This is an optimization exercise on Yosys and OpenROAD, whose aim is small area, a short achievable clock period and few clock cycles per item, not a production implementation.
Function was checked by simulation only, so behaviour that the tests miss may differ from the original.

### design.v
module gt3b_cal (
    input  wire        clk,
    input  wire        rst,
    input  wire [15:0] raw_port,         
    input  wire        port_st,          
    input  wire        port_th,          
    input  wire [15:0] raw_st,           
    input  wire [15:0] raw_th,
    input  wire [15:0] st_l, st_m, st_r, st_d,
    input  wire [15:0] th_l, th_m, th_r, th_d,
    input  wire        wr_cal_st,        
    input  wire        wr_cal_th,
    output wire        st_valid,
    output wire        st_neg,
    output wire [12:0] st_mag,
    output wire        th_valid,
    output wire        th_neg,
    output wire [12:0] th_mag
);
    reg [15:0]        xa_s, xa_t;
    reg               bad_s, bad_t;
    reg signed [18:0] lo_s, hi_s, lo_t, hi_t;
    wire [15:0] xr_s = (raw_st < st_l) ? st_l : (raw_st > st_r) ? st_r : raw_st;
    wire [15:0] xp_s = (raw_port < st_l) ? st_l : (raw_port > st_r) ? st_r : raw_port;
    wire [15:0] xr_t = (raw_th < th_l) ? th_l : (raw_th > th_r) ? th_r : raw_th;
    wire [15:0] xp_t = (raw_port < th_l) ? th_l : (raw_port > th_r) ? th_r : raw_port;
    reg  pend_s, pend_t, ld_s, ld_t;
    wire sel_t = !ld_s;                  
    wire [15:0]        xa   = sel_t ? xa_t : xa_s;
    wire               bad  = sel_t ? bad_t : bad_s;
    wire signed [18:0] lo   = sel_t ? lo_t : lo_s;
    wire signed [18:0] hi   = sel_t ? hi_t : hi_s;
    wire [15:0]        cl   = sel_t ? th_l : st_l;
    wire [15:0]        cr   = sel_t ? th_r : st_r;
    wire signed [18:0] xs    = $signed({3'b000, xa});
    wire               left  = !bad && (xs < lo);
    wire               right = !bad && (xs > hi);
    wire signed [18:0] al    = lo - xs;
    wire signed [18:0] ar    = xs - hi;
    wire signed [18:0] bl    = lo - $signed({3'b000, cl});
    wire signed [18:0] br    = $signed({3'b000, cr}) - hi;
    wire [15:0]        a     = left ? al[15:0] : ar[15:0];
    wire [16:0]        b     = left ? bl[16:0] : br[16:0];
    wire [28:0]        num   = ({13'd0, a} << 12) + ({13'd0, a} << 10) - ({13'd0, a} << 7) + ({13'd0, a} << 3);
    wire               ld_go_s = ld_s;
    wire               ld_go_t = ld_t && !ld_s;
    always @(posedge clk) begin
        xa_s  <= port_st ? xp_s : xr_s;
        bad_s <= st_l > st_r;
        lo_s  <= $signed({3'b000, st_m}) - $signed({3'b000, st_d});
        hi_s  <= $signed({3'b000, st_m}) + $signed({3'b000, st_d});
        xa_t  <= port_th ? xp_t : xr_t;
        bad_t <= th_l > th_r;
        lo_t  <= $signed({3'b000, th_m}) - $signed({3'b000, th_d});
        hi_t  <= $signed({3'b000, th_m}) + $signed({3'b000, th_d});
        if (rst) begin
            pend_s <= 1'b1;
            pend_t <= 1'b1;
            ld_s   <= 1'b0;
            ld_t   <= 1'b0;
        end else begin
            pend_s <= wr_cal_st;
            pend_t <= wr_cal_th;
            ld_s   <= port_st || pend_s;
            ld_t   <= port_th || pend_t || (ld_t && ld_s);
        end
    end
    wire st_done, th_done;
    gt3b_div u_st (
        .clk(clk), .rst(rst), .ld(ld_go_s),
        .ld_neg(left), .ld_zero(!(left || right)), .num(num), .den_in(b),
        .done(st_done), .neg(st_neg), .mag(st_mag)
    );
    gt3b_div u_th (
        .clk(clk), .rst(rst), .ld(ld_go_t),
        .ld_neg(left), .ld_zero(!(left || right)), .num(num), .den_in(b),
        .done(th_done), .neg(th_neg), .mag(th_mag)
    );
    assign st_valid = st_done && !pend_s && !ld_s;
    assign th_valid = th_done && !pend_t && !ld_t;
endmodule
module gt3b_div #(
    parameter K    = 2,                  
    parameter ITER = 4                   
) (
    input  wire        clk,
    input  wire        rst,
    input  wire        ld,
    input  wire        ld_neg,
    input  wire        ld_zero,
    input  wire [28:0] num,
    input  wire [16:0] den_in,
    output wire        done,             
    output reg         neg,
    output reg  [12:0] mag
);
    localparam NB = 2 * K * ITER;
    reg        busy, done_r;
    reg [3:0]  cnt;
    reg [16:0] rem;
    reg [16:0] den;
    reg [17:0] den3;
    reg [NB-1:0] nl;
    reg [NB-1:0] quo;
    reg        neg_r;
    reg [16:0]   r_it;
    reg [NB-1:0] n_it, q_it;
    reg [18:0]   x0, x1, x2, x3;
    integer j;
    always @* begin
        r_it = rem;
        n_it = nl;
        q_it = quo;
        for (j = 0; j < K; j = j + 1) begin
            x0 = {r_it, n_it[NB-1:NB-2]};
            x1 = x0 - {2'b00, den};
            x2 = x0 - {1'b0, den, 1'b0};
            x3 = x0 - {1'b0, den3};
            n_it = n_it << 2;
            if (!x3[18]) begin
                r_it = x3[16:0];
                q_it = {q_it[NB-3:0], 2'd3};
            end else if (!x2[18]) begin
                r_it = x2[16:0];
                q_it = {q_it[NB-3:0], 2'd2};
            end else if (!x1[18]) begin
                r_it = x1[16:0];
                q_it = {q_it[NB-3:0], 2'd1};
            end else begin
                r_it = x0[16:0];
                q_it = {q_it[NB-3:0], 2'd0};
            end
        end
    end
    assign done = done_r && !busy;
    always @(posedge clk) begin
        if (rst) begin
            busy   <= 1'b0;
            done_r <= 1'b0;
            neg    <= 1'b0;
            mag    <= 13'd0;
        end else begin
            if (ld) begin
                rem    <= {3'b000, num[28:NB]};
                nl     <= num[NB-1:0];
                den    <= den_in;
                den3   <= {1'b0, den_in} + {den_in, 1'b0};
                quo    <= {NB{1'b0}};
                neg_r  <= ld_neg;
                cnt    <= ITER[3:0];
                busy   <= !ld_zero;
                done_r <= ld_zero;
                if (ld_zero) begin
                    neg <= 1'b0;
                    mag <= 13'd0;
                end
            end else if (busy) begin
                rem <= r_it;
                nl  <= n_it;
                quo <= q_it;
                cnt <= cnt - 4'd1;
                if (cnt == 4'd1) begin
                    busy   <= 1'b0;
                    done_r <= 1'b1;
                    neg    <= neg_r;
                    mag    <= q_it[12:0];
                end
            end
        end
    end
endmodule
module gt3b_fu (
    input  wire        clk,
    input  wire        rst,
    input  wire        go,
    input  wire        tag_in,
    input  wire        big_in,           
    input  wire signed [19:0] a_in,
    input  wire signed [13:0] b_in,
    input  wire [31:0] c_in,
    input  wire signed [7:0] e_in,
    output reg         rv,               
    output reg         rtag,
    output wire [12:0] q,
    output reg  signed [19:0] u
);
    reg        v1, tag1, big1;
    reg signed [19:0] a1;
    reg signed [13:0] b1;
    reg [31:0] c1;
    reg signed [7:0] e1;
    reg        big2;
    reg [31:0] p2;
    wire signed [34:0] prod = $signed({1'b0, c1}) + a1 * b1;
    always @(posedge clk) begin
        a1   <= a_in;
        b1   <= b_in;
        c1   <= c_in;
        e1   <= e_in;
        big1 <= big_in;
        tag1 <= tag_in;
        p2   <= prod[31:0];
        big2 <= big1;
        rtag <= tag1;
        u    <= $signed({1'b0, a1[12:0]}) * e1;
        if (rst) begin
            v1 <= 1'b0;
            rv <= 1'b0;
        end else begin
            v1 <= go;
            rv <= v1;
        end
    end
    wire [21:0] n5k   = p2[24:3];
    wire [25:0] r5k   = ({4'd0, n5k} << 3) - ({4'd0, n5k} << 1) + {5'd0, n5k[21:1]} + {8'd0, n5k[21:4]}
                      - {11'd0, n5k[21:7]} - {14'd0, n5k[21:10]} - {17'd0, n5k[21:13]} + {20'd0, n5k[21:16]}
                      - {22'd0, n5k[21:18]} + 26'd1;
    wire [26:0] n500k = p2[31:5];
    wire [30:0] r500k = ({4'd0, n500k} << 3) + {5'd0, n500k[26:1]} - {7'd0, n500k[26:3]} + {10'd0, n500k[26:6]}
                      - {13'd0, n500k[26:9]} - {18'd0, n500k[26:14]} - {22'd0, n500k[26:18]}
                      + {24'd0, n500k[26:20]} + {29'd0, n500k[26:25]} + 31'd2;
    assign q = big2 ? r500k[29:17] : r5k[24:12];
endmodule
module gt3b_chp (
    input  wire        clk,
    input  wire        rst,
    input  wire        c0_v,
    input  wire        c0_ev,
    input  wire        c0_last,
    input  wire        c0_sync,
    input  wire [3:0]  c0_ch,
    input  wire signed [13:0] c0_val,
    input  wire        force_hit,
    input  wire signed [13:0] force_val,
    input  wire signed [10:0] kn,        
    input  wire signed [10:0] kp,        
    input  wire [23:0] off,              
    input  wire signed [15:0] kb,        
    input  wire        rev,              
    output wire        fin_next,         
    output reg         c2_evv,
    output reg         c2_frame,
    output reg  [3:0]  c2_ch,
    output reg  signed [15:0] c2_val,
    output reg  signed [13:0] c2_last_val
);
    wire signed [13:0] v0 = force_hit ? force_val : c0_val;
    wire signed [10:0] k0 = v0[13] ? kn : kp;
    wire signed [25:0] x0 = v0 * k0 + $signed({2'b00, off});
    reg        c1_v, c1_ev, c1_last, c1_sync, c1_rev;
    reg [23:0] c1_x;
    reg signed [15:0] c1_kb, c1_kbc;
    reg [3:0]  c1_ch;
    reg signed [13:0] c1_lv;
    wire [21:0] a1  = c1_x[23:2];
    wire [25:0] r1  = ({4'd0, a1} << 3) + {6'd0, a1[21:2]} - {8'd0, a1[21:4]} + {12'd0, a1[21:8]}
                    + {15'd0, a1[21:11]} + {17'd0, a1[21:13]} - {20'd0, a1[21:16]} + 26'd3;
    wire [14:0] q1  = r1[24:10];
    wire        m500 = (c1_x[1:0] == 2'b00) && (r1[9:3] == 7'd0);
    wire        corr = m500 && (c1_x < 24'd4750250);
    wire signed [15:0] qx = c1_rev ? ~$signed({1'b0, q1}) : $signed({1'b0, q1});
    wire signed [15:0] val1a = qx + c1_kb;
    wire signed [15:0] val1b = qx + c1_kbc;
    wire signed [15:0] val1  = corr ? val1b : val1a;
    assign fin_next = c1_v && c1_last;
    always @(posedge clk) begin
        c1_x    <= x0[23:0];
        c1_kb   <= kb;
        c1_kbc  <= rev ? kb + 16'sd1 : kb - 16'sd1;
        c1_rev  <= rev;
        c1_ch   <= c0_ch;
        c1_ev   <= c0_ev;
        c1_last <= c0_last;
        c1_sync <= c0_sync;
        c1_lv   <= v0;
        c2_val  <= val1;
        c2_ch   <= c1_ch;
        c2_last_val <= c1_lv;
        if (rst) begin
            c1_v     <= 1'b0;
            c2_evv   <= 1'b0;
            c2_frame <= 1'b0;
        end else begin
            c1_v     <= c0_v;
            c2_evv   <= c1_v && c1_ev;
            c2_frame <= c1_v && c1_sync;
        end
    end
endmodule
module gt3b_slew (
    input  wire signed [13:0] t,
    input  wire signed [13:0] last,
    input  wire signed [14:0] up_t,      
    input  wire signed [14:0] dn_t,      
    input  wire signed [14:0] up_r,      
    input  wire signed [14:0] dn_r,      
    input  wire        lgt_t,            
    input  wire        lgt_r,            
    input  wire [8:0]  md_turn,
    input  wire        inf_turn,
    input  wire        inf_ret,
    output reg  signed [13:0] val
);
    wire lz = (last == 14'sd0);
    wire ln = last[13];
    wire lp = !ln && !lz;
    wire tz = (t == 14'sd0);
    wire tn = t[13];
    wire tp = !tn && !tz;
    wire signed [14:0] t15 = t;
    wire turn_mode = lz || (ln && (t < last)) || (lp && (t > last));
    wire opp  = !turn_mode && ((ln && tp) || (lp && tn));
    wire inf1 = turn_mode ? inf_turn : inf_ret;
    wire lgt1 = turn_mode ? lgt_t : lgt_r;
    wire signed [14:0] up = turn_mode ? up_t : up_r;
    wire signed [14:0] dn = turn_mode ? dn_t : dn_r;
    wire c_up = opp ? (ln && lgt1) : (turn_mode ? (t15 > up_t) : (t15 > up_r));
    wire c_dn = opp ? (lp && lgt1) : (turn_mode ? (t15 < dn_t) : (t15 < dn_r));
    wire c2   = opp && !inf_turn && (tn ? (t15 < -$signed({6'd0, md_turn})) : (t15 > $signed({6'd0, md_turn})));
    always @* begin
        if (!inf1 && c_up)
            val = up[13:0];
        else if (!inf1 && c_dn)
            val = dn[13:0];
        else if (c2)
            val = tn ? -$signed({5'd0, md_turn}) : $signed({5'd0, md_turn});
        else
            val = t;
    end
endmodule
module gt3b_sc (
    input  wire        clk,
    input  wire        rst,
    input  wire        req_valid,
    output wire        req_ready,
    input  wire        req_write,
    input  wire [6:0]  req_addr,
    input  wire [15:0] req_wdata,
    output reg         rsp_valid,
    output reg  [15:0] rsp_rdata,
    output wire        ev_valid,
    output wire [3:0]  ev_ch,
    output wire [15:0] ev_val,
    output wire        ev_frame,
    output wire [3:0]  nch
);
    reg               ill;
    reg signed [13:0] acc_r;
    reg [15:0]        frameseq;
    reg [15:0]        raw_st, raw_th;
    reg [15:0]        cal_r [0:7];       
    reg [3:0]         nch_r;
    reg [7:0]         reverse_r;
    reg [3:0]         ch_4ws;
    reg [3:0]         ch_dig;
    reg               crab;
    reg signed [7:0]  mix4ws;
    reg signed [13:0] ndig;              
    reg signed [7:0]  expo_r [0:2];      
    reg [6:0]         dr_r [0:2];        
    reg [6:0]         stspd_turn, stspd_ret;
    reg [8:0]         md_turn, md_ret;   
    reg               inf_turn, inf_ret;
    reg [1:0]         abs_type;
    reg [3:0]         force_ch;
    reg signed [13:0] force_val;
    reg signed [7:0]  trim_r [0:1];
    reg signed [7:0]  subtrim_r [0:7];
    reg [7:0]         ep_r [0:15];       
    reg signed [7:0]  aux_r [0:5];       
    reg signed [13:0] last_r [0:7];
    reg [2:0]         abs_cnt;
    reg               abs_red;
    reg signed [14:0] out_r [0:7];
    wire [7:0] mixed = (ch_4ws != 4'd0 ? (8'd1 << (ch_4ws - 4'd1)) : 8'd0) |
                       (ch_dig != 4'd0 ? (8'd1 << (ch_dig - 4'd1)) : 8'd0);
    assign nch = nch_r;
    function [8:0] maxdelta;
        input [6:0] r;
        case (r)
            7'd0: maxdelta = 9'd5;
            7'd1: maxdelta = 9'd5;
            7'd2: maxdelta = 9'd5;
            7'd3: maxdelta = 9'd5;
            7'd4: maxdelta = 9'd5;
            7'd5: maxdelta = 9'd5;
            7'd6: maxdelta = 9'd5;
            7'd7: maxdelta = 9'd5;
            7'd8: maxdelta = 9'd5;
            7'd9: maxdelta = 9'd5;
            7'd10: maxdelta = 9'd5;
            7'd11: maxdelta = 9'd5;
            7'd12: maxdelta = 9'd5;
            7'd13: maxdelta = 9'd5;
            7'd14: maxdelta = 9'd5;
            7'd15: maxdelta = 9'd5;
            7'd16: maxdelta = 9'd5;
            7'd17: maxdelta = 9'd6;
            7'd18: maxdelta = 9'd6;
            7'd19: maxdelta = 9'd6;
            7'd20: maxdelta = 9'd6;
            7'd21: maxdelta = 9'd6;
            7'd22: maxdelta = 9'd6;
            7'd23: maxdelta = 9'd6;
            7'd24: maxdelta = 9'd6;
            7'd25: maxdelta = 9'd6;
            7'd26: maxdelta = 9'd6;
            7'd27: maxdelta = 9'd6;
            7'd28: maxdelta = 9'd6;
            7'd29: maxdelta = 9'd7;
            7'd30: maxdelta = 9'd7;
            7'd31: maxdelta = 9'd7;
            7'd32: maxdelta = 9'd7;
            7'd33: maxdelta = 9'd7;
            7'd34: maxdelta = 9'd7;
            7'd35: maxdelta = 9'd7;
            7'd36: maxdelta = 9'd7;
            7'd37: maxdelta = 9'd7;
            7'd38: maxdelta = 9'd8;
            7'd39: maxdelta = 9'd8;
            7'd40: maxdelta = 9'd8;
            7'd41: maxdelta = 9'd8;
            7'd42: maxdelta = 9'd8;
            7'd43: maxdelta = 9'd8;
            7'd44: maxdelta = 9'd8;
            7'd45: maxdelta = 9'd9;
            7'd46: maxdelta = 9'd9;
            7'd47: maxdelta = 9'd9;
            7'd48: maxdelta = 9'd9;
            7'd49: maxdelta = 9'd9;
            7'd50: maxdelta = 9'd10;
            7'd51: maxdelta = 9'd10;
            7'd52: maxdelta = 9'd10;
            7'd53: maxdelta = 9'd10;
            7'd54: maxdelta = 9'd10;
            7'd55: maxdelta = 9'd11;
            7'd56: maxdelta = 9'd11;
            7'd57: maxdelta = 9'd11;
            7'd58: maxdelta = 9'd11;
            7'd59: maxdelta = 9'd12;
            7'd60: maxdelta = 9'd12;
            7'd61: maxdelta = 9'd12;
            7'd62: maxdelta = 9'd13;
            7'd63: maxdelta = 9'd13;
            7'd64: maxdelta = 9'd13;
            7'd65: maxdelta = 9'd14;
            7'd66: maxdelta = 9'd14;
            7'd67: maxdelta = 9'd15;
            7'd68: maxdelta = 9'd15;
            7'd69: maxdelta = 9'd16;
            7'd70: maxdelta = 9'd16;
            7'd71: maxdelta = 9'd17;
            7'd72: maxdelta = 9'd17;
            7'd73: maxdelta = 9'd18;
            7'd74: maxdelta = 9'd19;
            7'd75: maxdelta = 9'd20;
            7'd76: maxdelta = 9'd20;
            7'd77: maxdelta = 9'd21;
            7'd78: maxdelta = 9'd22;
            7'd79: maxdelta = 9'd23;
            7'd80: maxdelta = 9'd25;
            7'd81: maxdelta = 9'd26;
            7'd82: maxdelta = 9'd27;
            7'd83: maxdelta = 9'd29;
            7'd84: maxdelta = 9'd31;
            7'd85: maxdelta = 9'd33;
            7'd86: maxdelta = 9'd35;
            7'd87: maxdelta = 9'd38;
            7'd88: maxdelta = 9'd41;
            7'd89: maxdelta = 9'd45;
            7'd90: maxdelta = 9'd50;
            7'd91: maxdelta = 9'd55;
            7'd92: maxdelta = 9'd62;
            7'd93: maxdelta = 9'd71;
            7'd94: maxdelta = 9'd83;
            7'd95: maxdelta = 9'd100;
            7'd96: maxdelta = 9'd125;
            7'd97: maxdelta = 9'd166;
            7'd98: maxdelta = 9'd250;
            7'd99: maxdelta = 9'd500;
            default: maxdelta = 9'd0;
        endcase
    endfunction
    reg        rdy;
    reg        s_v, s_wr;
    reg [6:0]  s_a;
    reg [15:0] s_d;
    assign req_ready = rdy;
    wire accept = req_valid && rdy;
    wire [7:0] w_op  = s_d[15:8];
    wire [3:0] w_sel = s_d[3:0];
    reg        w_legal;
    always @* begin
        w_legal = 1'b0;
        if (s_d[7:4] == 4'd0) begin
            case (w_op)
                8'h00, 8'h01, 8'h02, 8'h03, 8'h04, 8'h05, 8'h14: w_legal = (w_sel == 4'd0);
                8'h10:               w_legal = (w_sel <= 4'd1);
                8'h11, 8'h12:        w_legal = (w_sel <= 4'd2);
                8'h13, 8'h15, 8'h16: w_legal = (w_sel >= 4'd1 && w_sel <= 4'd8);
                default:             w_legal = 1'b0;
            endcase
        end
    end
    wire s_wrv  = s_v && s_wr;
    wire s_cmd  = s_wrv && (s_a == 7'h00);
    wire go     = s_cmd && w_legal && (w_op != 8'h00);
    wire signed [15:0] w_s = s_d;
    wire signed [13:0] w_sat_full = (w_s > 16'sd5000) ? 14'sd5000 : (w_s < -16'sd5000) ? -14'sd5000 : w_s[13:0];
    wire signed [7:0]  w_sat_99   = (w_s > 16'sd99)  ? 8'sd99  : (w_s < -16'sd99)  ? -8'sd99  : w_s[7:0];
    wire signed [7:0]  w_sat_100  = (w_s > 16'sd100) ? 8'sd100 : (w_s < -16'sd100) ? -8'sd100 : w_s[7:0];
    wire [6:0]         w_min_100  = (s_d > 16'd100) ? 7'd100 : s_d[6:0];
    wire [7:0]         w_min_150  = (s_d > 16'd150) ? 8'd150 : s_d[7:0];
    wire [1:0]         w_min_3    = (s_d > 16'd3)   ? 2'd3   : s_d[1:0];
    wire [3:0]         w_4ws      = (s_d[3:0] == 4'd0 || (s_d[3:0] >= 4'd3 && s_d[3:0] <= 4'd8)) ? s_d[3:0] : 4'd0;
    wire [3:0]         w_dig      = (s_d[7:4] == 4'd0 || s_d[7:4] == 4'd1 ||
                                     (s_d[7:4] >= 4'd3 && s_d[7:4] <= 4'd8)) ? s_d[7:4] : 4'd0;
    wire [3:0]         w_force_ch = (s_d <= 16'd8) ? s_d[3:0] : 4'd0;
    reg [15:0] rd;
    always @* begin
        rd = 16'd0;
        case (s_a)
            7'h01: rd = {15'd0, ill};
            7'h02: rd = {{2{acc_r[13]}}, acc_r};
            7'h03: rd = frameseq;
            7'h04: rd = raw_st;
            7'h05: rd = raw_th;
            7'h08, 7'h09, 7'h0A, 7'h0B, 7'h0C, 7'h0D, 7'h0E, 7'h0F:
                   rd = cal_r[s_a[2:0]];
            7'h10: rd = {12'd0, nch_r};
            7'h11: rd = {8'd0, reverse_r};
            7'h12: rd = {7'd0, crab, ch_dig, ch_4ws};
            7'h13: rd = {{8{mix4ws[7]}}, mix4ws};
            7'h14: rd = -{{2{ndig[13]}}, ndig};
            7'h15: rd = {{8{expo_r[0][7]}}, expo_r[0]};
            7'h16: rd = {{8{expo_r[1][7]}}, expo_r[1]};
            7'h17: rd = {{8{expo_r[2][7]}}, expo_r[2]};
            7'h18: rd = {9'd0, dr_r[0]};
            7'h19: rd = {9'd0, dr_r[1]};
            7'h1A: rd = {9'd0, dr_r[2]};
            7'h1B: rd = {9'd0, stspd_turn};
            7'h1C: rd = {9'd0, stspd_ret};
            7'h1D: rd = {14'd0, abs_type};
            7'h1E: rd = {12'd0, force_ch};
            7'h1F: rd = {{2{force_val[13]}}, force_val};
            7'h20: rd = {{8{trim_r[0][7]}}, trim_r[0]};
            7'h21: rd = {{8{trim_r[1][7]}}, trim_r[1]};
            7'h28, 7'h29, 7'h2A, 7'h2B, 7'h2C, 7'h2D, 7'h2E, 7'h2F:
                   rd = {{8{subtrim_r[s_a[2:0]][7]}}, subtrim_r[s_a[2:0]]};
            7'h30, 7'h31, 7'h32, 7'h33, 7'h34, 7'h35, 7'h36, 7'h37,
            7'h38, 7'h39, 7'h3A, 7'h3B, 7'h3C, 7'h3D, 7'h3E, 7'h3F:
                   rd = {8'd0, ep_r[s_a[3:0]]};
            7'h42, 7'h43, 7'h44, 7'h45, 7'h46, 7'h47:
                   rd = {{8{aux_r[s_a[2:0] - 3'd2][7]}}, aux_r[s_a[2:0] - 3'd2]};
            7'h50, 7'h51, 7'h52, 7'h53, 7'h54, 7'h55, 7'h56, 7'h57:
                   rd = {{2{last_r[s_a[2:0]][13]}}, last_r[s_a[2:0]]};
            7'h58: rd = {7'd0, abs_red, 5'd0, abs_cnt};
            7'h59: rd = {8'd0, mixed};
            7'h60, 7'h61, 7'h62, 7'h63, 7'h64, 7'h65, 7'h66, 7'h67:
                   rd = {out_r[s_a[2:0]][14], out_r[s_a[2:0]]};
            default: rd = 16'd0;
        endcase
    end
    wire wr_raw_st = s_wrv && (s_a == 7'h04);
    wire wr_raw_th = s_wrv && (s_a == 7'h05);
    wire wr_cal_st = s_wrv && (s_a[6:2] == 5'b00010);
    wire wr_cal_th = s_wrv && (s_a[6:2] == 5'b00011);
    wire        cst_valid, cth_valid;
    wire        cst_neg, cth_neg;
    wire [12:0] cst_mag, cth_mag;
    wire acc_wr = accept && req_write;
    gt3b_cal u_cal (
        .clk(clk), .rst(rst),
        .raw_port(req_wdata),
        .port_st(acc_wr && req_addr == 7'h04), .port_th(acc_wr && req_addr == 7'h05),
        .raw_st(wr_raw_st ? s_d : raw_st), .raw_th(wr_raw_th ? s_d : raw_th),
        .st_l(cal_r[0]), .st_m(cal_r[1]), .st_r(cal_r[2]), .st_d(cal_r[3]),
        .th_l(cal_r[4]), .th_m(cal_r[5]), .th_r(cal_r[6]), .th_d(cal_r[7]),
        .wr_cal_st(wr_cal_st), .wr_cal_th(wr_cal_th),
        .st_valid(cst_valid), .st_neg(cst_neg), .st_mag(cst_mag),
        .th_valid(cth_valid), .th_neg(cth_neg), .th_mag(cth_mag)
    );
    reg signed [13:0] abs_in;
    wire [2:0]  abs_period  = (abs_type == 2'd1) ? 3'd6 : (abs_type == 2'd2) ? 3'd4 : 3'd3;
    wire [3:0]  abs_cnt_inc = {1'b0, abs_cnt} + 4'd1;
    reg  [2:0]  abs_cnt_nx;
    reg         abs_red_nx;
    reg signed [13:0] abs_out;
    always @* begin
        abs_cnt_nx = abs_cnt;
        abs_red_nx = abs_red;
        abs_out    = abs_in;
        if (abs_type != 2'd0) begin
            if (abs_in > 14'sd500) begin
                if (abs_cnt_inc >= {1'b0, abs_period}) begin
                    abs_cnt_nx = 3'd0;
                    abs_red_nx = !abs_red;
                end else begin
                    abs_cnt_nx = abs_cnt_inc[2:0];
                end
                if (abs_red_nx)
                    abs_out = abs_in >>> 1;
            end else begin
                abs_cnt_nx = 3'd0;
                abs_red_nx = 1'b0;
            end
        end
    end
    reg         s_iss, t_iss_req;
    reg  signed [19:0] s_ia, t_ia;
    reg  signed [13:0] s_ib, t_ib;
    reg  [31:0] s_ic, t_ic;
    reg  signed [7:0] s_ie, t_ie;
    reg         s_ibig, t_ibig;
    wire        t_iss = t_iss_req && !s_iss;
    wire        md_rv, md_rtag;
    wire [12:0] md_q;
    wire signed [19:0] md_u;
    wire        md_s = md_rv && !md_rtag;      
    wire        md_t = md_rv &&  md_rtag;      
    gt3b_fu u_md (
        .clk(clk), .rst(rst),
        .go(s_iss || t_iss), .tag_in(!s_iss),
        .big_in(s_iss ? s_ibig : t_ibig),
        .a_in(s_iss ? s_ia : t_ia),
        .b_in(s_iss ? s_ib : t_ib),
        .c_in(s_iss ? s_ic : t_ic),
        .e_in(s_iss ? s_ie : t_ie),
        .rv(md_rv), .rtag(md_rtag), .q(md_q), .u(md_u)
    );
    function [12:0] mag14;
        input signed [13:0] v;
        mag14 = v[13] ? -v[12:0] : v[12:0];
    endfunction
    function [12:0] x50;
        input [6:0] r;
        x50 = {1'b0, r, 5'd0} + {2'b0, r, 4'd0} + {5'd0, r, 1'b0};
    endfunction
    localparam K_STEER = 2'd0, K_PEXPO = 2'd1, K_PDRATE = 2'd2;
    localparam S_IDLE = 4'd0, S_WCAL = 4'd1, S_START = 4'd2, S_EXA = 4'd3, S_EXB = 4'd4,
               S_DR = 4'd5, S_MODE = 4'd6, S_MIX = 4'd7, S_SLP = 4'd8, S_SLQ = 4'd9,
               S_PSLEW = 4'd10, S_DONE = 4'd11, S_PSL0 = 4'd12;
    localparam T_IDLE = 4'd0, T_WCAL = 4'd1, T_EXA_I = 4'd2, T_EXA = 4'd3, T_EXB_I = 4'd4,
               T_EXB = 4'd5, T_ABS = 4'd6, T_DR = 4'd7, T_DR_W = 4'd8, T_MIX = 4'd9,
               T_MIX_W = 4'd10, T_DONE = 4'd11;
    localparam Q_IDLE = 3'd0, Q_S = 3'd1, Q_T0 = 3'd2, Q_T1 = 3'd3, Q_AUX = 3'd4,
               Q_BUB = 3'd5, Q_WAIT = 3'd6;
    reg        c_frame, c_sync;          
    reg [3:0]  c_sel;
    reg        p_cal;                    
    reg [3:0]  s_st;
    reg [1:0]  s_kind;
    reg [1:0]  s_k;
    reg        s_neg;
    reg [12:0] s_mag;
    reg signed [13:0] s_val, s_p, s_q;
    reg        s_mixp;
    reg [3:0]  t_st;
    reg        t_neg;
    reg [12:0] t_mag;
    reg signed [7:0] t_str;
    reg [12:0] t_b;
    reg signed [19:0] t_u;
    reg signed [13:0] t_val, t_p, t_q;
    reg        t_mixp, t_two;
    reg [2:0]  q_st;
    reg [5:0]  aux_rem;                  
    always @* abs_in = (t_st == T_ABS) ? t_val : acc_r;
    wire signed [7:0] s_str  = expo_r[(s_kind == K_STEER) ? 2'd0 : s_k];
    wire [6:0]        s_rate = dr_r[(s_kind == K_STEER) ? 2'd0 : s_k];
    wire signed [7:0] s_e    = s_str[7] ? -s_str : s_str;
    wire signed [7:0] s_en   = -s_e;
    reg  signed [13:0] sl_t, nl_last;
    reg  signed [13:0] sl_last;
    reg  signed [14:0] sl_upt, sl_dnt, sl_upr, sl_dnr;
    reg                sl_lgtt, sl_lgtr;
    wire signed [13:0] sl_val;
    gt3b_slew u_slew (
        .t(sl_t), .last(sl_last),
        .up_t(sl_upt), .dn_t(sl_dnt), .up_r(sl_upr), .dn_r(sl_dnr),
        .lgt_t(sl_lgtt), .lgt_r(sl_lgtr),
        .md_turn(md_turn), .inf_turn(inf_turn), .inf_ret(inf_ret),
        .val(sl_val)
    );
    wire [2:0] c4i = ch_4ws[2:0] - 3'd1;
    always @* begin
        case (s_st)
            S_MODE, S_SLP: nl_last = last_r[c4i];
            S_MIX:         nl_last = last_r[0];
            S_PSL0:        nl_last = last_r[c_sel[2:0] - 3'd1];
            default:       nl_last = (ch_dig == 4'd1) ? ndig : last_r[0];
        endcase
        case (s_st)
            S_SLP:   sl_t = s_p;
            S_SLQ:   sl_t = s_q;
            S_PSLEW: sl_t = acc_r;
            default: sl_t = s_val;
        endcase
    end
    wire [13:0] nl_abs = nl_last[13] ? -nl_last : nl_last;
    always @(posedge clk) begin
        sl_last <= nl_last;
        sl_upt  <= nl_last + $signed({6'd0, md_turn});
        sl_dnt  <= nl_last - $signed({6'd0, md_turn});
        sl_upr  <= nl_last + $signed({6'd0, md_ret});
        sl_dnr  <= nl_last - $signed({6'd0, md_ret});
        sl_lgtt <= {1'b0, nl_abs} > {6'd0, md_turn};
        sl_lgtr <= {1'b0, nl_abs} > {6'd0, md_ret};
    end
    wire        x_go   = (s_st == S_WCAL) ? cst_valid : (s_st == S_START);
    wire        x_neg  = (s_st == S_WCAL) ? cst_neg : s_neg;
    wire [12:0] x_mag  = (s_st == S_WCAL) ? cst_mag : s_mag;
    wire        x_expo = (s_str != 8'sd0) && (x_mag != 13'd0) && (s_kind != K_PDRATE);
    wire        x_dr   = (s_rate != 7'd100) && (s_kind != K_PEXPO);
    wire [12:0] x_xp   = s_str[7] ? 13'd5000 - x_mag : x_mag;
    wire signed [13:0] x_sv = x_neg ? -$signed({1'b0, x_mag}) : $signed({1'b0, x_mag});
    wire        cexb_s = (s_st == S_EXA) && md_s;
    wire [12:0] cexb_m = cexb_s ? s_mag : t_mag;
    wire [31:0] cexb   = {13'd0, cexb_m} * 32'd500000 +
                         ((cexb_s ? s_str[7] : t_str[7]) ? 32'd249999 : 32'd250000);
    wire [31:0] s_cexb = cexb;
    wire signed [13:0] md_sv_s = s_neg ? -$signed({1'b0, md_q}) : $signed({1'b0, md_q});
    wire signed [13:0] y_sv = md_sv_s;
    wire signed [7:0] mixk = mix4ws[7] ? 8'sd100 + mix4ws : 8'sd100 - mix4ws;
    always @* begin
        s_iss  = 1'b0;
        s_ia   = {7'd0, x_xp};
        s_ib   = -$signed({1'b0, x_xp});
        s_ic   = 32'd25004999;
        s_ie   = s_str[7] ? s_e : s_en;
        s_ibig = 1'b0;
        case (s_st)
            S_WCAL, S_START: begin
                if (x_go && x_expo) begin
                    s_iss = 1'b1;
                end else if (x_go && x_dr) begin
                    s_iss = 1'b1;
                    s_ia  = {7'd0, x_mag};
                    s_ib  = $signed({1'b0, x50(s_rate)});
                    s_ic  = 32'd0;
                end
            end
            S_EXA: begin
                s_iss  = md_s;
                s_ia   = md_u;
                s_ib   = $signed({1'b0, md_q});
                s_ic   = s_cexb;
                s_ibig = 1'b1;
            end
            S_EXB: begin
                s_iss = md_s && x_dr;
                s_ia  = {7'd0, md_q};
                s_ib  = $signed({1'b0, x50(s_rate)});
                s_ic  = 32'd0;
            end
            S_MODE: begin
                s_ia = {7'd0, mag14(s_val)};
                s_ib = $signed({1'b0, x50(mixk[6:0])});
                s_ic = 32'd0;
                s_iss = (ch_dig != 4'd1) && (ch_4ws != 4'd0) && (mix4ws != 8'sd0);
            end
            default: ;
        endcase
    end
    wire s_fin = (s_st == S_MODE && (ch_dig == 4'd1 || ch_4ws == 4'd0)) || (s_st == S_SLQ);
    wire signed [7:0] t_str_cal = cth_neg ? expo_r[1] : expo_r[2];
    wire signed [7:0] t_e  = t_str[7] ? -t_str : t_str;
    wire signed [7:0] t_ec = t_str_cal[7] ? -t_str_cal : t_str_cal;
    wire [12:0] t_xp   = t_str[7] ? 13'd5000 - t_mag : t_mag;
    wire [12:0] t_xpc  = t_str_cal[7] ? 13'd5000 - cth_mag : cth_mag;
    wire        t_expo = (t_str_cal != 8'sd0) && (cth_mag != 13'd0);
    wire [6:0]  t_rate = t_val[13] ? dr_r[1] : dr_r[2];
    wire [31:0] t_cexb = cexb;
    wire signed [13:0] md_sv_t = t_neg ? -$signed({1'b0, md_q}) : $signed({1'b0, md_q});
    wire signed [13:0] t_ysv = md_sv_t;
    wire [12:0] dig_k  = ndig[13] ? 13'd5000 + ndig[12:0] : 13'd5000 - ndig[12:0];
    wire        s_busy = (s_st != S_IDLE) && (s_st != S_DONE);
    always @* begin
        t_iss_req = 1'b0;
        t_ia   = {7'd0, t_xp};
        t_ib   = -$signed({1'b0, t_xp});
        t_ic   = 32'd25004999;
        t_ie   = t_str[7] ? t_e : -t_e;
        t_ibig = 1'b0;
        case (t_st)
            T_WCAL: begin
                t_iss_req = cth_valid && t_expo;
                t_ia = {7'd0, t_xpc};
                t_ib = -$signed({1'b0, t_xpc});
                t_ie = t_str_cal[7] ? t_ec : -t_ec;
            end
            T_EXA_I: t_iss_req = 1'b1;
            T_EXA: begin
                t_iss_req = md_t;
                t_ia   = md_u;
                t_ib   = $signed({1'b0, md_q});
                t_ic   = t_cexb;
                t_ibig = 1'b1;
            end
            T_EXB_I: begin
                t_iss_req = 1'b1;
                t_ia   = t_u;
                t_ib   = $signed({1'b0, t_b});
                t_ic   = t_cexb;
                t_ibig = 1'b1;
            end
            T_ABS: begin
                t_iss_req = (t_rate != 7'd100);
                t_ia = {7'd0, mag14(abs_out)};
                t_ib = $signed({1'b0, x50(t_rate)});
                t_ic = 32'd0;
            end
            T_DR: begin
                t_iss_req = 1'b1;
                t_ia = {7'd0, mag14(t_val)};
                t_ib = $signed({1'b0, x50(t_rate)});
                t_ic = 32'd0;
            end
            T_MIX: begin
                t_iss_req = (ch_dig != 4'd0) && !s_busy && (ndig != 14'sd0);
                t_ia = {7'd0, mag14(t_val)};
                t_ib = $signed({1'b0, dig_k});
                t_ic = 32'd0;
            end
            default: ;
        endcase
    end
    reg [2:0] ax_i;                      
    always @* begin
        ax_i = 3'd0;
        if      (aux_rem[0]) ax_i = 3'd0;
        else if (aux_rem[1]) ax_i = 3'd1;
        else if (aux_rem[2]) ax_i = 3'd2;
        else if (aux_rem[3]) ax_i = 3'd3;
        else if (aux_rem[4]) ax_i = 3'd4;
        else                 ax_i = 3'd5;
    end
    wire [5:0] aux_rem_nx = aux_rem & ~(6'd1 << ax_i);
    wire signed [13:0] aux_v = aux_r[ax_i] * 14'sd50;
    reg [5:0] aux_mask;
    integer ai;
    always @* begin
        for (ai = 0; ai < 6; ai = ai + 1)
            aux_mask[ai] = (ai + 3 <= nch_r) && !mixed[ai + 2];
    end
    reg        c0_v, c0_ev, c0_last, c0_sync;
    reg [3:0]  c0_ch;
    reg signed [13:0] c0_val;
    wire       chp_fin;
    wire       chp_evv, chp_frame;
    wire [3:0] chp_ch;
    wire signed [15:0] chp_val;
    wire signed [13:0] chp_lv;
    reg  [3:0] i_ch;
    always @* begin
        i_ch = 4'd1;
        if (go)                 i_ch = w_sel;
        else if (s_st == S_SLQ) i_ch = ch_4ws;
        else if (q_st == Q_T0)  i_ch = 4'd2;
        else if (q_st == Q_T1)  i_ch = ch_dig;
        else if (q_st == Q_AUX) i_ch = {1'b0, ax_i} + 4'd3;
    end
    wire [2:0] ii = i_ch[2:0] - 3'd1;
    wire signed [7:0] i_trim = (i_ch == 4'd1) ? trim_r[0] : (i_ch == 4'd2) ? trim_r[1] : 8'sd0;
    wire [7:0] i_epn = ep_r[{ii, 1'b0}];
    wire [7:0] i_epp = ep_r[{ii, 1'b1}];
    wire signed [23:0] off1 = trim_r[0] * 24'sd5000 + 24'sd4750250;
    wire signed [23:0] off2 = trim_r[1] * 24'sd5000 + 24'sd4750250;
    reg signed [10:0] c0_kn, c0_kp;
    reg [23:0]        c0_off;
    reg               c0_fh;
    always @(posedge clk) begin
        c0_kn   <= $signed({1'b0, i_epn, 2'b00}) + $signed({3'b000, i_epn}) + i_trim;
        c0_kp   <= $signed({1'b0, i_epp, 2'b00}) + $signed({3'b000, i_epp}) - i_trim;
        c0_off  <= (i_ch == 4'd1) ? off1 : (i_ch == 4'd2) ? off2 : 24'd4750250;
        c0_fh   <= (force_ch == i_ch);
    end
    wire [2:0]  c0i    = c0_ch[2:0] - 3'd1;
    wire signed [7:0] c0_st = subtrim_r[c0i];
    wire        c0_rev = reverse_r[c0i];
    wire signed [15:0] c0_st10 = {{8{c0_st[7]}}, c0_st} * 16'sd10;
    wire signed [15:0] c0_kb = c0_rev ? 16'sd9501 - c0_st10 : c0_st10 - 16'sd9500;
    gt3b_chp u_chp (
        .clk(clk), .rst(rst),
        .c0_v(c0_v), .c0_ev(c0_ev), .c0_last(c0_last), .c0_sync(c0_sync),
        .c0_ch(c0_ch), .c0_val(c0_val),
        .force_hit(c0_fh), .force_val(force_val),
        .kn(c0_kn), .kp(c0_kp), .off(c0_off), .kb(c0_kb), .rev(c0_rev),
        .fin_next(chp_fin),
        .c2_evv(chp_evv), .c2_frame(chp_frame), .c2_ch(chp_ch),
        .c2_val(chp_val), .c2_last_val(chp_lv)
    );
    assign ev_valid = chp_evv;
    assign ev_frame = chp_frame;
    assign ev_ch    = chp_ch;
    assign ev_val   = chp_val;
    integer i;
    always @(posedge clk) begin
        s_wr <= req_write;
        s_a  <= req_addr;
        s_d  <= req_wdata;
        if (rst) begin
            rdy        <= 1'b1;
            s_v        <= 1'b0;
            rsp_valid  <= 1'b0;
            rsp_rdata  <= 16'd0;
            ill        <= 1'b0;
            acc_r      <= 14'sd0;
            frameseq   <= 16'd0;
            raw_st     <= 16'h8000;
            raw_th     <= 16'h8000;
            cal_r[0]   <= 16'h0000;
            cal_r[1]   <= 16'h8000;
            cal_r[2]   <= 16'hFFFF;
            cal_r[3]   <= 16'h0000;
            cal_r[4]   <= 16'h0000;
            cal_r[5]   <= 16'h8000;
            cal_r[6]   <= 16'hFFFF;
            cal_r[7]   <= 16'h0000;
            nch_r      <= 4'd2;
            reverse_r  <= 8'd0;
            ch_4ws     <= 4'd0;
            ch_dig     <= 4'd0;
            crab       <= 1'b0;
            mix4ws     <= 8'sd0;
            ndig       <= 14'sd0;
            for (i = 0; i < 3; i = i + 1) begin
                expo_r[i] <= 8'sd0;
                dr_r[i]   <= 7'd100;
            end
            stspd_turn <= 7'd100;
            stspd_ret  <= 7'd100;
            md_turn    <= 9'd0;
            md_ret     <= 9'd0;
            inf_turn   <= 1'b1;
            inf_ret    <= 1'b1;
            abs_type   <= 2'd0;
            force_ch   <= 4'd0;
            force_val  <= 14'sd0;
            trim_r[0]  <= 8'sd0;
            trim_r[1]  <= 8'sd0;
            for (i = 0; i < 8; i = i + 1) begin
                subtrim_r[i] <= 8'sd0;
                last_r[i]    <= 14'sd0;
                out_r[i]     <= 15'sd0;
            end
            for (i = 0; i < 16; i = i + 1)
                ep_r[i] <= 8'd100;
            for (i = 0; i < 6; i = i + 1)
                aux_r[i] <= 8'sd0;
            abs_cnt    <= 3'd0;
            abs_red    <= 1'b0;
            c_frame    <= 1'b0;
            c_sync     <= 1'b0;
            c_sel      <= 4'd0;
            p_cal      <= 1'b0;
            s_st       <= S_IDLE;
            t_st       <= T_IDLE;
            q_st       <= Q_IDLE;
            aux_rem    <= 6'd0;
            c0_v       <= 1'b0;
        end else begin
            s_v       <= accept;
            rsp_valid <= 1'b0;
            c0_v      <= 1'b0;
            c0_ev     <= 1'b1;
            c0_last   <= 1'b0;
            c0_sync   <= 1'b0;
            if (accept && req_write && req_addr == 7'h00)
                rdy <= 1'b0;
            if (accept && req_write && req_addr == 7'h10)
                nch_r <= (req_wdata[15:1] == 15'd0) ? 4'd2 :
                         (req_wdata[15:4] != 12'd0 || (req_wdata[3] && req_wdata[2:0] != 3'd0)) ? 4'd8 :
                         req_wdata[3:0];
            if (s_v && !s_wr) begin
                rsp_valid <= 1'b1;
                rsp_rdata <= rd;
            end
            if (s_wrv) begin
                case (s_a)
                    7'h00: begin
                        if (!w_legal) begin
                            ill <= 1'b1;
                            rdy <= 1'b1;
                        end else if (w_op == 8'h00) begin
                            rdy <= 1'b1;
                        end
                    end
                    7'h02: acc_r     <= w_sat_full;
                    7'h04: raw_st    <= s_d;
                    7'h05: raw_th    <= s_d;
                    7'h08, 7'h09, 7'h0A, 7'h0B, 7'h0C, 7'h0D, 7'h0E, 7'h0F:
                           cal_r[s_a[2:0]] <= s_d;
                    7'h11: reverse_r <= s_d[7:0];
                    7'h12: begin
                        ch_4ws <= w_4ws;
                        ch_dig <= w_dig;
                        crab   <= s_d[8];
                    end
                    7'h13: mix4ws    <= w_sat_100;
                    7'h14: ndig      <= -w_sat_full;
                    7'h15: expo_r[0] <= w_sat_99;
                    7'h16: expo_r[1] <= w_sat_99;
                    7'h17: expo_r[2] <= w_sat_99;
                    7'h18: dr_r[0]   <= w_min_100;
                    7'h19: dr_r[1]   <= w_min_100;
                    7'h1A: dr_r[2]   <= w_min_100;
                    7'h1B: begin
                        stspd_turn <= w_min_100;
                        md_turn    <= maxdelta(w_min_100);
                        inf_turn   <= (w_min_100 == 7'd100);
                    end
                    7'h1C: begin
                        stspd_ret <= w_min_100;
                        md_ret    <= maxdelta(w_min_100);
                        inf_ret   <= (w_min_100 == 7'd100);
                    end
                    7'h1D: abs_type  <= w_min_3;
                    7'h1E: force_ch  <= w_force_ch;
                    7'h1F: force_val <= w_sat_full;
                    7'h20: trim_r[0] <= w_sat_99;
                    7'h21: trim_r[1] <= w_sat_99;
                    7'h28, 7'h29, 7'h2A, 7'h2B, 7'h2C, 7'h2D, 7'h2E, 7'h2F:
                           subtrim_r[s_a[2:0]] <= w_sat_99;
                    7'h30, 7'h31, 7'h32, 7'h33, 7'h34, 7'h35, 7'h36, 7'h37,
                    7'h38, 7'h39, 7'h3A, 7'h3B, 7'h3C, 7'h3D, 7'h3E, 7'h3F:
                           ep_r[s_a[3:0]] <= w_min_150;
                    7'h42, 7'h43, 7'h44, 7'h45, 7'h46, 7'h47:
                           aux_r[s_a[2:0] - 3'd2] <= w_sat_100;
                    default: ;
                endcase
            end
            if (go) begin
                c_frame <= (w_op == 8'h01);
                c_sync  <= (w_op == 8'h05);
                c_sel   <= w_sel;
                aux_rem <= aux_mask;
                case (w_op)
                    8'h01, 8'h02: begin
                        s_st   <= S_WCAL;
                        s_kind <= K_STEER;
                        q_st   <= Q_S;
                        if (w_op == 8'h01) t_st <= T_WCAL;
                    end
                    8'h03: begin t_st <= T_WCAL; q_st <= Q_T0; end
                    8'h04: q_st <= Q_AUX;
                    8'h05: q_st <= Q_BUB;
                    8'h10: p_cal <= 1'b1;
                    8'h11, 8'h12: begin
                        s_st   <= S_START;
                        s_kind <= (w_op == 8'h11) ? K_PEXPO : K_PDRATE;
                        s_k    <= w_sel[1:0];
                        s_neg  <= acc_r[13];
                        s_mag  <= mag14(acc_r);
                    end
                    8'h13: s_st <= S_PSL0;
                    8'h14: begin                     
                        abs_cnt <= abs_cnt_nx;
                        abs_red <= abs_red_nx;
                        acc_r   <= abs_out;
                        rdy     <= 1'b1;
                    end
                    8'h15: begin                     
                        c0_v    <= 1'b1;
                        c0_ch   <= w_sel;
                        c0_val  <= acc_r;
                        c0_last <= 1'b1;
                        q_st    <= Q_WAIT;
                    end
                    8'h16: begin                     
                        last_r[w_sel[2:0] - 3'd1] <= acc_r;
                        rdy <= 1'b1;
                    end
                    default: ;
                endcase
            end
            if (p_cal && (c_sel[0] ? cth_valid : cst_valid)) begin
                acc_r <= c_sel[0] ? (cth_neg ? -$signed({1'b0, cth_mag}) : $signed({1'b0, cth_mag}))
                                  : (cst_neg ? -$signed({1'b0, cst_mag}) : $signed({1'b0, cst_mag}));
                p_cal <= 1'b0;
                rdy   <= 1'b1;
            end
            case (s_st)
                S_WCAL, S_START: begin
                    if (x_go) begin
                        s_neg <= x_neg;
                        s_mag <= x_mag;
                        if (x_expo) begin
                            s_st <= S_EXA;
                        end else if (x_dr) begin
                            s_st <= S_DR;
                        end else if (s_kind == K_STEER) begin
                            s_val <= x_sv;
                            s_st  <= S_MODE;
                        end else begin
                            acc_r <= x_sv;
                            s_st  <= S_IDLE;
                            rdy   <= 1'b1;
                        end
                    end
                end
                S_EXB: if (md_s) begin
                    if (x_dr) begin
                        s_st <= S_DR;
                    end else if (s_kind == K_STEER) begin
                        s_val <= y_sv;
                        s_st  <= S_MODE;
                    end else begin
                        acc_r <= y_sv;
                        s_st  <= S_IDLE;
                        rdy   <= 1'b1;
                    end
                end
                S_EXA: if (md_s) s_st <= S_EXB;
                S_DR: if (md_s) begin
                    if (s_kind == K_STEER) begin
                        s_val <= md_sv_s;
                        s_st  <= S_MODE;
                    end else begin
                        acc_r <= md_sv_s;
                        s_st  <= S_IDLE;
                        rdy   <= 1'b1;
                    end
                end
                S_MODE: begin
                    if (ch_dig == 4'd1) begin
                        last_r[0] <= ndig;
                        ndig      <= sl_val;
                        s_st      <= S_DONE;
                    end else if (ch_4ws != 4'd0) begin
                        s_p <= s_val;
                        s_q <= crab ? -s_val : s_val;
                        if (mix4ws[7]) begin
                            s_neg  <= s_val[13];
                            s_mixp <= 1'b1;
                            s_st   <= S_MIX;
                        end else if (mix4ws != 8'sd0) begin
                            s_neg  <= crab ? (s_val > 14'sd0) : s_val[13];
                            s_mixp <= 1'b0;
                            s_st   <= S_MIX;
                        end else begin
                            c0_v   <= 1'b1;
                            c0_ch  <= 4'd1;
                            c0_val <= sl_val;
                            s_st   <= S_SLQ;
                        end
                    end else begin
                        c0_v   <= 1'b1;
                        c0_ch  <= 4'd1;
                        c0_val <= sl_val;
                        s_st   <= S_DONE;
                    end
                end
                S_MIX: if (md_s) begin
                    if (s_mixp) s_p <= md_sv_s;
                    else        s_q <= md_sv_s;
                    s_st <= S_SLP;
                end
                S_SLP: begin
                    c0_v   <= 1'b1;
                    c0_ch  <= 4'd1;
                    c0_val <= sl_val;
                    s_st   <= S_SLQ;
                end
                S_SLQ: begin
                    c0_v   <= 1'b1;
                    c0_ch  <= ch_4ws;
                    c0_val <= sl_val;
                    s_st   <= S_DONE;
                end
                S_PSL0: s_st <= S_PSLEW;
                S_PSLEW: begin
                    acc_r <= sl_val;
                    s_st  <= S_IDLE;
                    rdy   <= 1'b1;
                end
                default: ;
            endcase
            case (t_st)
                T_WCAL: if (cth_valid) begin
                    t_neg <= cth_neg;
                    t_mag <= cth_mag;
                    t_str <= t_str_cal;
                    t_val <= cth_neg ? -$signed({1'b0, cth_mag}) : $signed({1'b0, cth_mag});
                    t_st  <= !t_expo ? T_ABS : t_iss ? T_EXA : T_EXA_I;
                end
                T_EXA_I: if (t_iss) t_st <= T_EXA;
                T_EXA: if (md_t) begin
                    t_b  <= md_q;
                    t_u  <= md_u;
                    t_st <= t_iss ? T_EXB : T_EXB_I;
                end
                T_EXB_I: if (t_iss) t_st <= T_EXB;
                T_EXB: if (md_t) begin
                    t_val <= t_ysv;
                    t_st  <= T_ABS;
                end
                T_ABS: begin
                    abs_cnt <= abs_cnt_nx;
                    abs_red <= abs_red_nx;
                    t_val   <= abs_out;
                    t_neg   <= abs_out[13];
                    t_p     <= abs_out;
                    t_q     <= abs_out;
                    t_two   <= 1'b0;
                    if (t_rate != 7'd100) t_st <= t_iss ? T_DR_W : T_DR;
                    else                  t_st <= (ch_dig == 4'd0) ? T_DONE : T_MIX;
                end
                T_DR: if (t_iss) t_st <= T_DR_W;
                T_DR_W: if (md_t) begin
                    t_val <= md_sv_t;
                    t_p   <= md_sv_t;
                    t_two <= 1'b0;
                    t_st  <= (ch_dig == 4'd0) ? T_DONE : T_MIX;
                end
                T_MIX: begin
                    t_p <= t_val;
                    t_q <= t_val;
                    if (!s_busy) begin
                        t_two  <= 1'b1;
                        t_neg  <= t_val[13];
                        t_mixp <= !ndig[13];    
                        if (ndig == 14'sd0) t_st <= T_DONE;
                        else if (t_iss)       t_st <= T_MIX_W;
                    end
                end
                T_MIX_W: if (md_t) begin
                    if (t_mixp) t_p <= md_sv_t;
                    else        t_q <= md_sv_t;
                    t_st <= T_DONE;
                end
                default: ;
            endcase
            case (q_st)
                Q_S: if (s_fin || s_st == S_DONE) q_st <= c_frame ? Q_T0 : Q_BUB;
                Q_T0: if (t_st == T_DONE) begin
                    c0_v    <= 1'b1;
                    c0_ch   <= 4'd2;
                    c0_val  <= t_p;
                    c0_last <= c_frame && !t_two && (aux_rem == 6'd0);
                    c0_sync <= c_frame && !t_two && (aux_rem == 6'd0);
                    q_st    <= t_two ? Q_T1 : !c_frame ? Q_BUB : (aux_rem == 6'd0) ? Q_WAIT : Q_AUX;
                end
                Q_T1: begin
                    c0_v    <= 1'b1;
                    c0_ch   <= ch_dig;
                    c0_val  <= t_q;
                    c0_last <= c_frame && (aux_rem == 6'd0);
                    c0_sync <= c_frame && (aux_rem == 6'd0);
                    q_st    <= !c_frame ? Q_BUB : (aux_rem == 6'd0) ? Q_WAIT : Q_AUX;
                end
                Q_AUX: begin
                    if (aux_rem == 6'd0) begin
                        q_st <= Q_BUB;
                    end else begin
                        c0_v    <= 1'b1;
                        c0_ch   <= {1'b0, ax_i} + 4'd3;
                        c0_val  <= aux_v;
                        c0_last <= c_frame && (aux_rem_nx == 6'd0);
                        c0_sync <= c_frame && (aux_rem_nx == 6'd0);
                        aux_rem <= aux_rem_nx;
                        if (c_frame && aux_rem_nx == 6'd0) q_st <= Q_WAIT;
                    end
                end
                Q_BUB: begin
                    c0_v    <= 1'b1;
                    c0_ev   <= 1'b0;
                    c0_last <= 1'b1;
                    c0_sync <= c_sync || c_frame;
                    q_st    <= Q_WAIT;
                end
                default: ;
            endcase
            if (chp_evv) begin
                out_r[chp_ch[2:0] - 3'd1]  <= chp_val[14:0];
                last_r[chp_ch[2:0] - 3'd1] <= chp_lv;
            end
            if (chp_fin) begin
                rdy  <= 1'b1;
                q_st <= Q_IDLE;
                s_st <= S_IDLE;
                t_st <= T_IDLE;
            end
            if (chp_frame)
                frameseq <= frameseq + 16'd1;
        end
    end
endmodule
### run.sh
#!/bin/bash
# synth_recipe.tcl (not shown) runs the flow's synth.tcl, then flattens the netlist and writes it again
# the make line also repeats each setting of config.mk as NAME=value (left out here)
make -C /OpenROAD-flow-scripts/flow DESIGN_CONFIG=/design/flow/config.mk WORK_HOME=/design/flow/orfs CLKGATE_MAP_FILE= SYNTH_SCRIPT=/design/flow/synth_recipe.tcl finish
### constraint.sdc
create_clock -name core_clock -period 20.0 [get_ports {clk}]
set_input_delay 4.0000 -clock core_clock [delete_from_list [all_inputs] [get_ports {clk}]]
set_output_delay 4.0000 -clock core_clock [all_outputs]
set_load 0.01 [all_outputs]
### config.mk
export PLATFORM = sky130hd
export DESIGN_NAME = gt3b_sc
export DESIGN_NICKNAME = gt3b_sc
export VERILOG_FILES = /design/flow/design.v
export SDC_FILE = /design/flow/constraint.sdc
export NUM_CORES = 4
export LEC_CHECK = 0
export ABC_AREA = 1
export CAP_MARGIN = 20
export CORE_MARGIN = 2
export CORE_UTILIZATION = 40
export PLACE_DENSITY = 0.6
export SLEW_MARGIN = 20
==> key figures <==
Outcome
  • Status: finished clean

Placement
  • Inst Count DP: 25.12k
  • Routability cong.: 1.034
  • DP HPWL: 501,300 um
  • Port Buffers: 70

Route
  • Via count: 145.3k
  • 1st-iter DRT viols: 17.64k
  • # DRC: 0
  • Post-route ant nets: 0
  • Via density: 5.694
  • WL/cell: 25.07 um
  • DRT Pass-1 Iters: 7
  • DRT Wirelength: 639,800 um

Timing
  • Final setup viols: 0
  • Fmax: 115.2 MHz
  • Post-route minimum period: 8.679 ns
  • Slew @ Worst Pin: 1.336 ns
  • Slew margin rel.: 9.962%
  • Max Slew Vio Count: 0
  • RSZ-0062 raised after global routing: false
  • Clk_skew: 0.1222 ns
  • Final Hold Fails: 0
  • Setup tns final: 0 ns
  • Tcrit/Tclk final: 43.39%

GRT
  • Vias in the first global route: 137.6k
  • First-pass GRT wire length: 926,700 um
  • Total GRT Usage: 31.30%
  • Number of antenna violations at the first check in global routing: 32
  • Pin count of the biggest net entering global routing: 106
  • Gr ovfl total: 0

Finish
  • Filler cell count in the final layout: 39.75k
  • Core Util, Final: 43.66%
  • Synthesis-to-finish area growth: 8.899%
  • Reg area: 44,360 um2
  • Multi-input gate area: 97,130 um2
  • Non-filler cells in the finished layout: 25.52k
  • Layout Nets: 22.53k
  • Share of cells above drive strength 1: 4.387%

Synthesis
  • Netlist Area Pre-Place: 156,900 um2
  • Synth warn: 12
  • Synth cell types: 85
  • Post-synth EDFFs: 953
  • Seq/Total Area, Yosys: 28.27%
  • Post-Syn Nets: 22.68k
  • Synth Flop Type: edfxtp_1
  • Post-synthesis cell count: 20.26k
  • Fraction of registers with async set/reset: 0%
  • Syn Area/Cell: 7.744 um2
  • Yosys reg bits: 1,739

Die
  • DIE WIDTH: 630.3 um
  • Core area: 391,400 um2
  • DIE AREA: 397,300 um2
  • FP Rows: 230
  • Ports: 71
  • Height of the die: 630.3 um
  • Initial Util: 40.09%

Critical path
  • Slowest CP cell: inv_2
  • Critical path's largest stage delay: 0.85 ns
  • Worst Path Required: 20.83 ns
  • Critical Path AT: 9.51 ns
  • Reg2reg path depth: 37
  • Largest fanout on the critical path: 34
  • Setup CP Type: flip-flop to flip-flop
  • Crit path launch type: flip-flop
  • CP Capture Type: flip-flop

Clocking
  • Root buffer cell: clkbuf_16
  • CTS clock-pin slew for the worst setup and hold paths: 0.07 ns
  • CTS tree: yes
  • CTS Hold Bufs: 0
  • Clk sinks: 1,739
  • Resized Gates After CTS: 0
  • CTS H-tree depth: 4
  • Clock Latency Late Sink: 0.98 ns
  • Clk buf depth: 4
  • Cts bufs inserted: 205
  • Setup bufs post-CTS: 0

Min path
  • Hold depth: 0
  • Worst min-delay path class: flip-flop to flip-flop

Job
  • # Max-Cap Violations: 0
==> metrics by stage <==
| stage | setup WS (ns) | area [um2] | hold WS, ns |
|---|---|---|---|
| global placement | 11.42 | 163700 | 0.3117 |
| detailed placement | 11.59 | 163700 | 0.3147 |
| CTS | 11.53 | 170800 | 0.3091 |
| global route | 10.64 | 170800 | 0.3028 |
| finish | 11.32 | 170900 | 0.2970 |
| floorplan | 12.77 | 156900 | 0.3096 |
==> path summary, 6_finish.rpt <==
check,from,end,slack [ns]
hold reg to reg,c0_sync$_SDFFCE_PN0N_,u_chp.c1_sync$_DFF_P_,0.30
setup reg to reg,s_d[15]$_DFF_P_,c0_kp[10]$_DFF_P_,11.32
setup / recovery,s_d[15]$_DFF_P_,c0_kp[10]$_DFF_P_,11.32
hold / removal,c0_sync$_SDFFCE_PN0N_,u_chp.c1_sync$_DFF_P_,0.30
==> sequential cells by signal, summed over array words and instances, names as in the netlist, 18 cells and up <==
register and cells:
dr_r 21, last_r 112, cal_r 128, c0_off 20
t_u 20, ep_r 128, subtrim_r 64, u_chp.c1_x 24
out_r 120, u_md.u 20, u_md.c1 30, u_md.a1 20
u_cal.u_st.den3 18, u_md.p2 29, expo_r 24, aux_r 64
==> worst max-delay path, delay by kind of cell (launching register included) <==
family	cells	cell delay, ns
AO/OA/AOI/OAI	6	1.65
XOR/XNOR	1	0.12
adder cells (fa/ha/maj)	3	1.09
buffers and inverters	10	2.77
flip-flops	1	0.44
AND/OR/NAND/NOR	17	2.44
==> synthesized netlist by cell type, types with 50 or more instances <==
master	number	area [um2]
o22ai_1	418	2615
o21ai_0	1515	7582
xnor2_1	182	1594
a211oi_1	57	427.9
nor2_1	1703	6392
o2111ai_1	70	613.1
clkbuf_1	565	2121
o221ai_1	50	437.9
buf_1	54	202.7
a21oi_1	1364	6827
fa_1	892	17860
o211ai_1	259	1944
edfxtp_1	953	28620
or2_2	95	594.3
a21o_1	58	435.4
a221oi_1	51	446.7
nand4_1	143	894.6
buf_2	72	360.4
xor2_1	550	4817
inv_1	3378	12680
a31oi_1	104	650.6
ha_1	1498	18740
nand2_1	3643	13670
nand3_1	945	4730
nor3_1	202	1011
dfxtp_1	786	15740
o21bai_1	85	638.1
==> cell type report <==
cell class	count	area share, %
Inverter	3440	7.563
Clock buffer	269	3.431
Multi-Input combinational cell	14380	56.84
Sequential cell	1739	25.96
Timing Repair Buffer	349	1.656
Antenna cell	17	0.02490
Clock inverter	112	0.7000
Tap cell	5220	3.822
==> placed cells by master, fill, tap and decap left out, types with 179 or more instances in the layout <==
cell type     n
a21oi_1    1360
buf_4       276
clkbuf_16   218
dfxtp_1     782
edfxtp_1    953
fa_1        892
ha_1       1498
inv_1      3374
nand2_1    3631
nand3_1     945
nor2_1     1684
nor3_1      199
o211ai_1    259
o21ai_0    1492
o22ai_1     418
xnor2_1     179
xor2_1      549
==> logic make-up after synthesis <==
group	share of synthesized area, %
AND/OR/NAND/NOR	18.12
flip-flops	28.27
AO/OA/AOI/OAI	15.93
buffers and inverters	10.02
adder cells (fa/ha/maj)	23.33
multiplexers	0.2536
XOR/XNOR	4.086
==> per-layer routing <==
layer | vias up | part of all wire, % | GRT usage, %
li1 | 66750 | - | -
met1 | 69390 | 40 | 41.52
met2 | 7652 | 42 | 47.15
met3 | 1530 | 11 | 7.038
met4 | 24 | 6.5 | 17.22
met5 | - | 0.023 | 0
Testbench counts, summed over its fixed seeds: cycles 23,172, frames 960.

## re-timing with driven ports
No port has a modelled driver above. Below, the same layout with a new extraction and two added sets of constraints. Step 1, drivers: a clkbuf_16 drives clk and a buf_2 each remaining input, both assumed. Step 2 also shifts input and output timing later by t, the mid clock arrival at the registers, as if the neighbouring blocks saw the same clock. a / b / c = no drivers / after step 1 / after step 2; a / b = the first two.
t (ns): 1.031
setup WS [ns]: 11.321 / 11.321 / 11.321
worst hold slack (ns): 0.297 / 0.297 / 0.297
clock arrival spread, ns: 0.123 / 0.123
cell pins on the clock port's net: 1
After both steps setup and hold are still met in this run. The setup slack of this run moves by 0.000 ns with the drivers and by 0.000 ns with both steps.
